Context: an optimization exercise on an open-source flow, tuned for small area, a short achievable clock period and few clock cycles. The choices shown serve that exercise and are no tape-out recipe. Only simulation tests tie the RTL to the original design; equivalence was not proved. Power is estimated from default activity; no workload was simulated.

## run 1
// sla_layer_codec
module sla_layer_codec (
    input  wire        clk,
    input  wire        rst,
    input  wire        cmd_valid,
    output wire        cmd_ready,
    input  wire        cmd_op,        
    input  wire [7:0]  cmd_w,
    input  wire [7:0]  cmd_h,
    input  wire [3:0]  cmd_n,         
    input  wire [19:0] cmd_len,       
    output reg         mem_re,
    output reg         mem_we,
    output reg  [15:0] mem_addr,
    output reg  [7:0]  mem_wdata,
    input  wire [7:0]  mem_rdata,
    output wire        tok_out_valid,
    input  wire        tok_out_ready,
    output wire [7:0]  tok_out_data,
    input  wire        tok_in_valid,
    output wire        tok_in_ready,
    input  wire [7:0]  tok_in_data,
    output wire        done,
    output wire        done_fail,
    output wire [3:0]  done_code,
    output wire [31:0] done_word
);
Size: about 1900 cells after synthesis, roughly 240 flip-flops, about 140 I/O pins, roughly 18000 um^2 of cells after synthesis.
==> flow/config.mk <==
export PLATFORM = sky130hd
export DESIGN_NAME = sla_layer_codec
export DESIGN_NICKNAME = sla_layer_codec
export VERILOG_FILES = /design/flow/design.v
export SDC_FILE = /design/flow/constraint.sdc
export NUM_CORES = 4
export LEC_CHECK = 0
export CAP_MARGIN = 20
export CORE_MARGIN = 2
export CORE_UTILIZATION = 40
export PLACE_DENSITY = 0.6
export SETUP_SLACK_MARGIN = 5
export SLEW_MARGIN = 20
==> flow/constraint.sdc <==
create_clock -name core_clock -period 10.0 [get_ports {clk}]
set_input_delay 2.0000 -clock core_clock [delete_from_list [all_inputs] [get_ports {clk}]]
set_output_delay 2.0000 -clock core_clock [all_outputs]
set_load 0.01 [all_outputs]
standard.sh (not shown) runs the stock make flow with config.mk's settings and CLKGATE_MAP_FILE= SYNTH_SCRIPT=/design/flow/synth_recipe.tcl, a recipe that flattens the netlist after the stock synthesis.
==> flow/flow/run.sh <==
#!/bin/bash
# The standard layout (standard.sh: standard synthesis, floorplan, place,
# CTS, route, finish), with the timing repair aiming 6 ns below the clock
# period instead of config.mk's at most 5 ns.  Full tool output: flow.log.
set -euo pipefail
bash standard.sh SETUP_SLACK_MARGIN=6 finish > flow.log 2>&1
Testbench counts of run 1, summed over its fixed seeds: cycles 459,153.
#### Input delta (run 2 over run 1)
--- a/flow/design.v
+++ b/flow/design.v
@@ -47,20 +47,21 @@
     reg [19:0] blft;
     reg        blz;
     reg        rfail;
     reg [3:0]  rcode;
     reg        rvalid;       
     reg [3:0]  tg1, tg2;     
     reg [3:0]  fb, fl;       
     reg [2:0]  fcnt;
     reg        cur;
     reg [6:0]  pend;
+    reg        pz0, p125;    
     reg        sfl;          
     reg [3:0]  cpl;          
     reg        tv;
     reg [6:0]  trem;
     reg        tvalid;
     reg        newtok;
     reg [7:0]  bdat;         
     reg        bv;
     reg        conv;         
     reg        fin;          
@@ -87,53 +88,52 @@
     wire        lastg    = (idx[15:3] == pm1[15:3]);    
     wire        has_tail = (pm1[2:0] != 3'd7);          
     wire [16:0] idx_inc  = {1'b0, idx} + 17'd1;
     wire        idx_last = lastg && (idx[2:0] == pm1[2:0]);
     wire        rd_more  = (pl[3:0] != nreg);
     wire [2:0]  credit   = fcnt + {2'd0, rvalid} + {2'd0, mem_re};
     wire        s_issue  = (st == ST_SRUN) && rd_more && (credit <= 3'd3);
     wire hv = (fcnt != 3'd0);
     wire hb = fb[0];
     wire hl = fl[0];
-    wire s_ext = (pend == 7'd0) || (hb == cur && pend != 7'd125);
+    wire s_ext = pz0 || (hb == cur && !p125);
     assign tok_out_valid = (st == ST_SRUN) && (sfl || (hv && !s_ext));
     assign tok_out_data  = {cur, pend};
     wire s_take = tok_out_valid && tok_out_ready;
     wire s_pop  = (st == ST_SRUN) && hv && (sfl ? tok_out_ready : (s_ext || tok_out_ready));
     wire s_push = (st == ST_SRUN) && rvalid;
     wire [2:0]  pos     = idx[2:0];
-    wire [3:0]  avail   = 4'd8 - {1'b0, pos};
-    wire        tfits   = ({1'b0, trem} < {4'd0, avail});
-    wire [3:0]  tstep   = tfits ? trem[3:0] : avail;
-    wire [3:0]  pend_hi = {1'b0, pos} + tstep;       
+    wire [7:0]  tend    = {1'b0, trem} + {5'd0, pos};   
+    wire        gdone   = (tend[7:3] != 5'd0);         
+    wire        tlast   = (tend <= 8'd8);              
     wire        in_tail = lastg && has_tail;
     wire        pl_hi   = (pl[26:3] != 24'd0);       
     wire        bitwise = in_tail || conv;
     wire [12:0] g_inc   = idx[15:3] + 13'd1;
     reg  [7:0]  acc_new;
     integer k;
     always @(*) begin
         for (k = 0; k < 8; k = k + 1)
-            acc_new[k] = ((k >= pos) && (k < pend_hi)) ? tv : acc[k];
+            acc_new[k] = ((k >= pos) && (gdone || k < tend[2:0])) ? tv : acc[k];
     end
     reg t_free;
     always @(*) begin
         t_free = !tvalid;
         if (tvalid) begin
             if (trem == 7'd0 || pz)
                 t_free = 1'b1;
             else if (pl_hi && !conv)
                 t_free = 1'b0;
             else if (bitwise)
                 t_free = (trem == 7'd1) && !(pl != 27'd0 && tv);
             else
-                t_free = tfits;
+                t_free = tlast;
         end
     end
     wire t_acc    = tok_in_ready && tok_in_valid;
     wire t_from_b = (st == ST_MSTR) && t_free && bv;
     wire t_from_i = (st == ST_MSTR) && t_free && !bv && t_acc;
     function [4:0] q_lut;
         input [7:0] n;
         begin
             if (n <= 8'd9) q_lut = 5'd28;
             else if (n <= 8'd10) q_lut = 5'd25;
@@ -248,20 +248,22 @@
                     end
                 end
                 ST_MUL: begin
                     pm1  <= {mul_sum, pm1[7:1]};
                     mcnt <= mcnt + 3'd1;
                     if (mcnt == 3'd7) begin
                         D      <= 27'd0;
                         fcnt   <= 3'd0;
                         sfl    <= 1'b0;
                         pend   <= 7'd0;
+                        pz0    <= 1'b1;
+                        p125   <= 1'b0;
                         cpl    <= 4'd0;
                         tvalid <= 1'b0;
                         newtok <= 1'b0;
                         bv     <= 1'b0;
                         conv   <= 1'b0;
                         fin    <= 1'b0;
                         ph     <= 2'd0;
                         cnt    <= 32'd0;
                         if (op) begin
                             st <= ST_MSTR;
@@ -302,29 +304,35 @@
                     if (s_take)
                         D <= D + 27'd1;
                     if (sfl) begin
                         if (tok_out_ready) begin
                             cpl <= cpl + 4'd1;
                             if (cpl + 4'd1 == nreg)
                                 st <= ST_DONE;
                             if (hv) begin
                                 cur  <= hb;
                                 pend <= 7'd1;
+                                pz0  <= 1'b0;
+                                p125 <= 1'b0;
                                 sfl  <= hl;
                             end else begin
                                 pend <= 7'd0;
+                                pz0  <= 1'b1;
+                                p125 <= 1'b0;
                                 sfl  <= 1'b0;
                             end
                         end
                     end else if (s_pop) begin
                         sfl <= hl;
-                        if (s_ext && pend != 7'd0) begin
+                        pz0  <= 1'b0;
+                        p125 <= s_ext && !pz0 && (pend == 7'd124);
+                        if (s_ext && !pz0) begin
                             pend <= pend + 7'd1;
                         end else begin
                             cur  <= hb;
                             pend <= 7'd1;
                         end
                     end
                 end
                 ST_MSTR: begin
                     if (t_acc) begin
                         blft <= blft - 20'd1;
@@ -362,35 +370,35 @@
                                     tvalid <= 1'b0;
                                 if (idx_last) begin
                                     idx <= 16'd0;
                                     pl  <= pl + 27'd1;
                                 end else begin
                                     idx <= idx_inc[15:0];
                                 end
                             end
                         end else begin
                             cnt[7:0] <= acc_new;
-                            trem <= trem - {3'd0, tstep};
-                            if (tfits)
+                            trem <= tlast ? 7'd0 : (tend[6:0] - 7'd8);
+                            if (tlast)
                                 tvalid <= 1'b0;
-                            if (pend_hi[3]) begin
+                            if (gdone) begin
                                 mem_we    <= 1'b1;
                                 mem_addr  <= {idx[15:3], pl[2:0]};
                                 mem_wdata <= acc_new;
                                 if (lastg) begin
                                     idx <= 16'd0;
                                     pl  <= pl + 27'd1;
                                 end else begin
                                     idx <= {g_inc, 3'd0};
                                 end
                             end else begin
-                                idx[2:0] <= pend_hi[2:0];
+                                idx[2:0] <= tend[2:0];
                             end
                         end
                     end else if (blz && !bv) begin
                         st <= ST_MCHK;
                     end
                     if (t_from_b) begin
                         tv     <= bdat[7];
                         trem   <= bdat[6:0];
                         tvalid <= 1'b1;
                     end else if (t_from_i) begin
--- outcome ---
Diff run 1 -> run 2 | post-layout net count | decrease of 26. A startpoint of the most critical setup path of idx[0] is what run 1 shows, while st[2] belongs to run 2. Run 2 against run 1: final critical-path required period has decreased, overall global routing resource usage saw a decrease. Compare run 2 and run 1 | via total after detailed routing higher: run 1. Share of power burned in combinational logic: run 2 < run 1. Run 2 against run 1: routed wirelength normalized by instance count now sits lower; number of clock sinks picked up an extra about 0.8%; number of buffers inserted during clock tree synthesis +2. Going from run 1 to run 2, count of mapped cells out of synthesis picked up an extra 1.0%; area taken by multi-input logic gates shrank by 330 um^2. Compared with run 1, run 2 is more frugal on power. Relative to run 1, critical path depth decreased by 8 in run 2. Looking at layout overhead on the synthesized area across run 2 and run 1, the one that comes out lower is run 2. The slowest library cell on the worst path comes out sky130_fd_sc_hd__dfxtp_4 in one run and sky130_fd_sc_hd__edfxtp_1 in the other, namely in run 2 and run 1 respectively.
Testbench counts of run 2, summed over its fixed seeds: cycles 457,048.

separate check: timing with driven ports:
The flow's constraints put no driver on any port. The routed layouts listed below were extracted and timed again, unchanged, in two steps. Step 1, drivers: a clkbuf_16 drives clk and a buf_2 each remaining input, both assumed. Step 2 times the ports against the registers' clock, not the clock port: input delays grow and output delays shrink by t, the midpoint of the rising clock arrivals with the driver on. a / b / c = no drivers / after step 1 / after step 2; a / b = the first two.
| run | t (ns) | slack for setup (ns) | clock arrival spread, ns |
|---|---|---|---|
| run 1 | 0.618 | 5.964 / 5.964 / 5.499 | 0.024 / 0.024 |
| run 2 | 0.631 | 6.064 / 6.008 / 5.513 | 0.022 / 0.022 |
After both steps every run listed still meets setup and hold. The setup slack of run 2, which loses most, moves by -0.056 ns with the drivers and by -0.551 ns with both steps.
